This is an optimization exercise on Yosys and OpenROAD, whose aim is small area, a short achievable clock period and few clock cycles per item, not a production implementation. Function was checked by simulation only, so behaviour that the tests miss may differ from the original. No activity file was given, so power comes from the tool's default toggle rates.

// emsd_decoder
module emsd_decoder (
    input  wire        clk,
    input  wire        rst,         
    input  wire        wr_en,
    input  wire [3:0]  wr_addr,
    input  wire [31:0] wr_data,
    input  wire [9:0]  width,
    input  wire [7:0]  offset,
    input  wire        start,
    output wire        busy,
    output reg  [2:0]  rcode,
    output reg  [2:0]  pos,
    output reg  [31:0] digits,
    output reg  [15:0] cursor,
    output reg  [9:0]  modw,
    output wire [76:0] codes,       
    output reg         nobar,
    output reg         oob,
    output reg         cfgerr
);
Size in the first run: roughly 820 flip-flops, roughly 200 I/O pins.
Settings: LEC_CHECK=0, CAP_MARGIN=20, CORE_MARGIN=2, CORE_UTILIZATION=40, SLEW_MARGIN=20; clock period 12.0 ns.
standard.sh (not shown) runs the stock make flow with config.mk's settings and CLKGATE_MAP_FILE= SYNTH_SCRIPT=/design/flow/synth_recipe.tcl, a recipe that flattens the netlist after the stock synthesis.
==> flow/flow/run.sh <==
#!/bin/bash
# The standard ORFS layout (the standard.sh, unchanged synthesis), with
#  - repair_timing asked to keep a larger setup margin, so that the resizer
#    also works on paths that already meet the 12 ns clock;
#  - the port buffers that buffer_ports inserts made plain buf_2 cells
#    (every input and output still gets its buffer);
#  - larger clock-tree sink clusters (fewer leaf buffers).
# The clock, the SDC and every other setting are the standard flow's.  make's full output
# goes to standard.log (ORFS keeps each step's log under orfs/logs).
set -euo pipefail
bash standard.sh SETUP_SLACK_MARGIN=8.0 "BUFFER_PORTS_ARGS=-buffer_cell sky130_fd_sc_hd__buf_2" \
    CTS_CLUSTER_SIZE=30 CTS_CLUSTER_DIAMETER=80 finish > standard.log 2>&1
Testbench counts at the start, summed over its fixed seeds: cycles 5,497, items 192.
Rerun with:
--- a/flow/design.v
+++ b/flow/design.v
@@ -151,28 +151,26 @@
     reg [31:0] ln1;
     reg [15:0] ln2;
     reg [9:0]  ln3;
     reg [7:0]  ln4;
     reg [5:0]  ln5;
     reg [4:0]  ln6;
     reg [3:0]  ln7;
     function automatic cls(input [6:0] win, input [2:0] nn, input [1:0] o);
-        reg [4:0] ge;           
+        reg [2:0] cnt;
         reg aa, ff;
-        integer t, j;
+        integer t;
         begin
-            ge = 5'b00001;
+            cnt = 3'd0;
             for (t = 0; t < 7; t = t + 1)
-                if (t < nn)
-                    for (j = 4; j >= 1; j = j - 1)
-                        ge[j] = ge[j] | (win[t] & ge[j-1]);
+                if (t < nn) cnt = cnt + {2'd0, win[t]};
             aa = win[o];
             ff = win[nn - 3'd1];
-            cls = (aa == ff) ? aa : ge[nn[2:1] + 3'd1];
+            cls = (aa == ff) ? aa : (cnt > {1'b0, nn[2:1]});
         end
     endfunction
     always @(*) begin
         for (i = 0; i < 32; i = i + 1) ln1[31 - i] = s[i];
         for (i = 0; i < 16; i = i + 1) ln2[15 - i] = cls({5'd0, s[2*i +: 2]}, 3'd2, off[1:0]);
         for (i = 0; i < 10; i = i + 1) ln3[9 - i]  = cls({4'd0, s[3*i +: 3]}, 3'd3, off[1:0]);
         for (i = 0; i < 8;  i = i + 1) ln4[7 - i]  = cls({3'd0, s[4*i +: 4]}, 3'd4, off[1:0]);
         for (i = 0; i < 6;  i = i + 1) ln5[5 - i]  = cls({2'd0, s[5*i +: 5]}, 3'd5, off[1:0]);
Result:
- via count came out higher by about 3.7%
- hold slack improved by 19 ps
- total power goes up by about 7%
- die area goes up by about 2.3%
- cell area climbs by about 2.7%
- non-clock buffer count increases by 28
- register-to-register slack degrades by 50 ps
- worst setup slack loses 48 ps
Testbench counts after the change, summed over its fixed seeds: cycles 5,497, items 192.


v6:
Another version of the RTL of emsd_decoder (not shown whole).
Size: ~4600 cells after synthesis, ~810 flip-flops, roughly 200 I/O pins, roughly 49000 µm² of cells after synthesis.
==> flow/config.mk <==
export PLATFORM = sky130hd
export DESIGN_NAME = emsd_decoder
export DESIGN_NICKNAME = emsd_decoder
export VERILOG_FILES = /design/flow/design.v
export SDC_FILE = /design/flow/constraint.sdc
export NUM_CORES = 4
export LEC_CHECK = 0
export CAP_MARGIN = 20
export CORE_MARGIN = 2
export CORE_UTILIZATION = 40
export SLEW_MARGIN = 20
==> flow/constraint.sdc <==
create_clock -name core_clock -period 12.0 [get_ports {clk}]
set_input_delay 2.4000 -clock core_clock [delete_from_list [all_inputs] [get_ports {clk}]]
set_output_delay 2.4000 -clock core_clock [all_outputs]
set_load 0.01 [all_outputs]
Scripts as last shown in full above: flow/flow/run.sh
v6 finished all stages; the layout is clean.
Testbench counts of v6, summed over its fixed seeds: cycles 5,497, items 192.
Input-level comparison between v7 and v6:
diff --git a/flow/design.v b/flow/design.v
--- a/flow/design.v
+++ b/flow/design.v
@@ -64,21 +64,22 @@
     reg  [2:0]         xie;          
     reg  signed [12:0] xn;           
     wire [2:0]   ie  = xie;                        
     wire [2:0]   io  = xa[8:6];                    
     wire [63:0]  eo  = {sl[64*io + 32 +: 32], sl[64*ie +: 32]};
     wire [127:0] eo2 = {eo, eo};
     wire [31:0]  raw = eo2[xa[5:0] +: 32];
     wire signed [13:0] lim = $signed({4'd0, w}) - $signed({xa[12], xa});
-    wire [12:0]  nxa = -xa;
     wire [5:0]   hi  = (lim >= 14'sd32) ? 6'd32 : (lim[13] ? 6'd0 : lim[5:0]);
-    wire [5:0]   lo  = !xa[12] ? 6'd0 : (xa <= -13'sd32 ? 6'd32 : nxa[5:0]);
     reg  [31:0]  vm;
-    always @(*) for (u = 0; u < 32; u = u + 1) vm[u] = (u < hi) && (u >= lo);
+    always @(*) begin
+        for (u = 0; u < 32; u = u + 1) vm[u] = (u < hi);
+        vm[0] = (hi != 6'd0) && !xa[12];
+    end
     always @(posedge clk) begin
         sr  <= raw;
         vmr <= vm;
     end
     wire [31:0] s    = sr | ~vmr;        
     wire        sinr = vmr[0];
     wire        s0   = s[0];
     function automatic [15:0] geom(input [2:0] nn);    
@@ -149,28 +150,26 @@
     reg [31:0] ln1;
     reg [15:0] ln2;
     reg [9:0]  ln3;
     reg [7:0]  ln4;
     reg [5:0]  ln5;
     reg [4:0]  ln6;
     reg [3:0]  ln7;
     function automatic cls(input [6:0] win, input [2:0] nn, input [1:0] o);
-        reg [4:0] ge;           
+        reg [2:0] cnt;
         reg aa, ff;
-        integer t, j;
+        integer t;
         begin
-            ge = 5'b00001;
+            cnt = 3'd0;
             for (t = 0; t < 7; t = t + 1)
-                if (t < nn)
-                    for (j = 4; j >= 1; j = j - 1)
-                        ge[j] = ge[j] | (win[t] & ge[j-1]);
+                if (t < nn) cnt = cnt + {2'd0, win[t]};
             aa = win[o];
             ff = win[nn - 3'd1];
-            cls = (aa == ff) ? aa : ge[nn[2:1] + 3'd1];
+            cls = (aa == ff) ? aa : (cnt > {1'b0, nn[2:1]});
         end
     endfunction
     always @(*) begin
         for (i = 0; i < 32; i = i + 1) ln1[31 - i] = s[i];
         for (i = 0; i < 16; i = i + 1) ln2[15 - i] = cls({5'd0, s[2*i +: 2]}, 3'd2, off[1:0]);
         for (i = 0; i < 10; i = i + 1) ln3[9 - i]  = cls({4'd0, s[3*i +: 3]}, 3'd3, off[1:0]);
         for (i = 0; i < 8;  i = i + 1) ln4[7 - i]  = cls({3'd0, s[4*i +: 4]}, 3'd4, off[1:0]);
         for (i = 0; i < 6;  i = i + 1) ln5[5 - i]  = cls({2'd0, s[5*i +: 5]}, 3'd5, off[1:0]);
@@ -189,17 +188,17 @@
     end
     wire [15:0] geo_n  = geom(n[2:0]);
     function automatic [7:1] onehot(input [2:0] nn);
         integer t;
         for (t = 1; t < 8; t = t + 1) onehot[t] = (nn == t);
     endfunction
     wire [15:0] geo_i  = geom(i_n);
     wire        n_fast = (n != 10'd0) && (n <= 10'd7) &&
-                         (n == 10'd1 || ({2'd0, off} < n && off <= 8'd3));
+                         (n == 10'd1 ? ({2'd0, off} <= p) : ({2'd0, off} < n && off <= 8'd3));
     wire [15:0] cur_f  = {{3{xa[12]}}, xa} + {8'd0, off};    
     wire [9:0]  half     = {1'b0, n[9:1]};
     wire        d_ge     = (dl == 10'd1);
     wire        l_ge     = (ll == 10'd1);
     wire        v_last   = !n[0] && (s0 ? (ll == 10'd2 && dl == 10'd1)
                                         : (dl == 10'd2 && ll == 10'd1));
     reg                sh_a;         
     reg  signed [12:0] sh_b;
@@ -217,17 +216,17 @@
         endcase
     end
     wire signed [12:0] sh_s = (sh_a ? $signed({2'd0, cc}) : xa) + sh_b;
     wire [15:0] c        = cursor;
     wire [15:0] c_nx     = c + {6'd0, n};
     wire [10:0] cc       = (c[15:11] != 5'd0) ? 11'd2047 : c[10:0];
     wire        s_cfg  = (width == 10'd0) || (width > 10'd512);
     wire        s_fast = (qst == Q_DONE) && ({4'd0, i_pl} <= width) &&
-                         (i_n == 3'd1 || ({2'd0, offset} < {7'd0, i_n} && offset <= 8'd3));
+                         (i_n == 3'd1 ? ({2'd0, offset} <= {4'd0, i_pd}) : ({2'd0, offset} < {7'd0, i_n} && offset <= 8'd3));
     assign codes = {4'd0, mods[2:0],                   
                     mods[9:3],   mods[16:10], mods[23:17], mods[30:24],
                     2'd0, mods[35:31],                 
                     mods[42:36], mods[49:43], mods[56:50], mods[63:57],
                     4'd0, mods[66:64]};                
     function automatic [4:0] lookup_left(input [6:0] v);
         case (v)
             7'd114: lookup_left = {1'b1, 4'd0};
@@ -381,17 +380,17 @@
                 end
                 S_FAST: begin
                     vb     <= 1'b1;
                     xn     = xa + $signed({7'd0, kn_r});
                     g      <= g - 5'd1;
                     if (g == 5'd0) sn = S_DRAIN;
                 end
                 S_DRAIN: begin
-                    oob    <= nsel[1] ? ((cur_f > {6'd0, w}) || ({2'd0, off} > p))
+                    oob    <= nsel[1] ? (cur_f > {6'd0, w})
                                                : (xa > $signed({3'd0, w}));
                     cursor <= cur_f;
                     nobar  <= 1'b0;
                     sn  = S_XLATE;
                 end
                 S_XLATE: begin
                     rcode  <= t_rcode;
                     pos    <= t_pos;
When the final numbers for v7 and v6 were put side by side, the x dimension of the die turned out to be smaller in v6. The higher sequential share of cell area came out of v6. Diff v6 -> v7: layout clock buffer count went down 6, power saw a decrease, actual slew at the worst max-slew pin went up by 0.012 ns, detailed-routing wirelength on met1 went up by 1.4%. Minimum hold slack, v7 and v6, lower one = v6. Looking at first-pass GRT wire length, v7 sits 6200 µm higher than v6 does. Route | v7 vs v6 | wire longer in v7. In the flow results for v7 and v6, the period utilization is larger on v7. In the metrics for v7 and v6, the one carrying the lower mapped cell area is v6. v7 ended with more non-clock buffer count than v6.
Testbench counts of v7, summed over its fixed seeds: cycles 5,497, items 192.

afterwards: timing with drivers on the ports:
No port has a modelled driver above. Below, the same layouts with a new extraction and two added sets of constraints.
Step 1 sets driving cells, clkbuf_16 on the clock port and buf_2 on the other inputs (assumed; they add their load-dependent delay and slew).
Step 2 moves the port delays by t, midway between the first and last clock arrival at a register: inputs arrive t later, outputs are due t later. That takes back most of the time a late clock gives input paths.
a / b / c = ideal ports / drivers / drivers and shift; a / b = the first two.
| run | t (ns) | setup slack, ns | worst setup path after step 2 | cell pins on the clock port's net |
|---|---|---|---|---|
| the first run of note 1 | 0.742 | 7.729 / 7.729 / 7.074 | input to register | 1 |
| the second run of note 1 | 0.750 | 7.681 / 7.681 / 7.073 | input to register | 1 |
| v6 | 0.744 | 7.784 / 7.812 / 7.067 | input to register | 1 |
| v7 | 0.768 | 7.706 / 7.706 / 7.018 | input to register | 1 |
After both steps every run listed still meets setup and hold. For v6, which loses most, drivers alone change the setup slack by +0.028 ns; drivers and shift together by -0.717 ns.
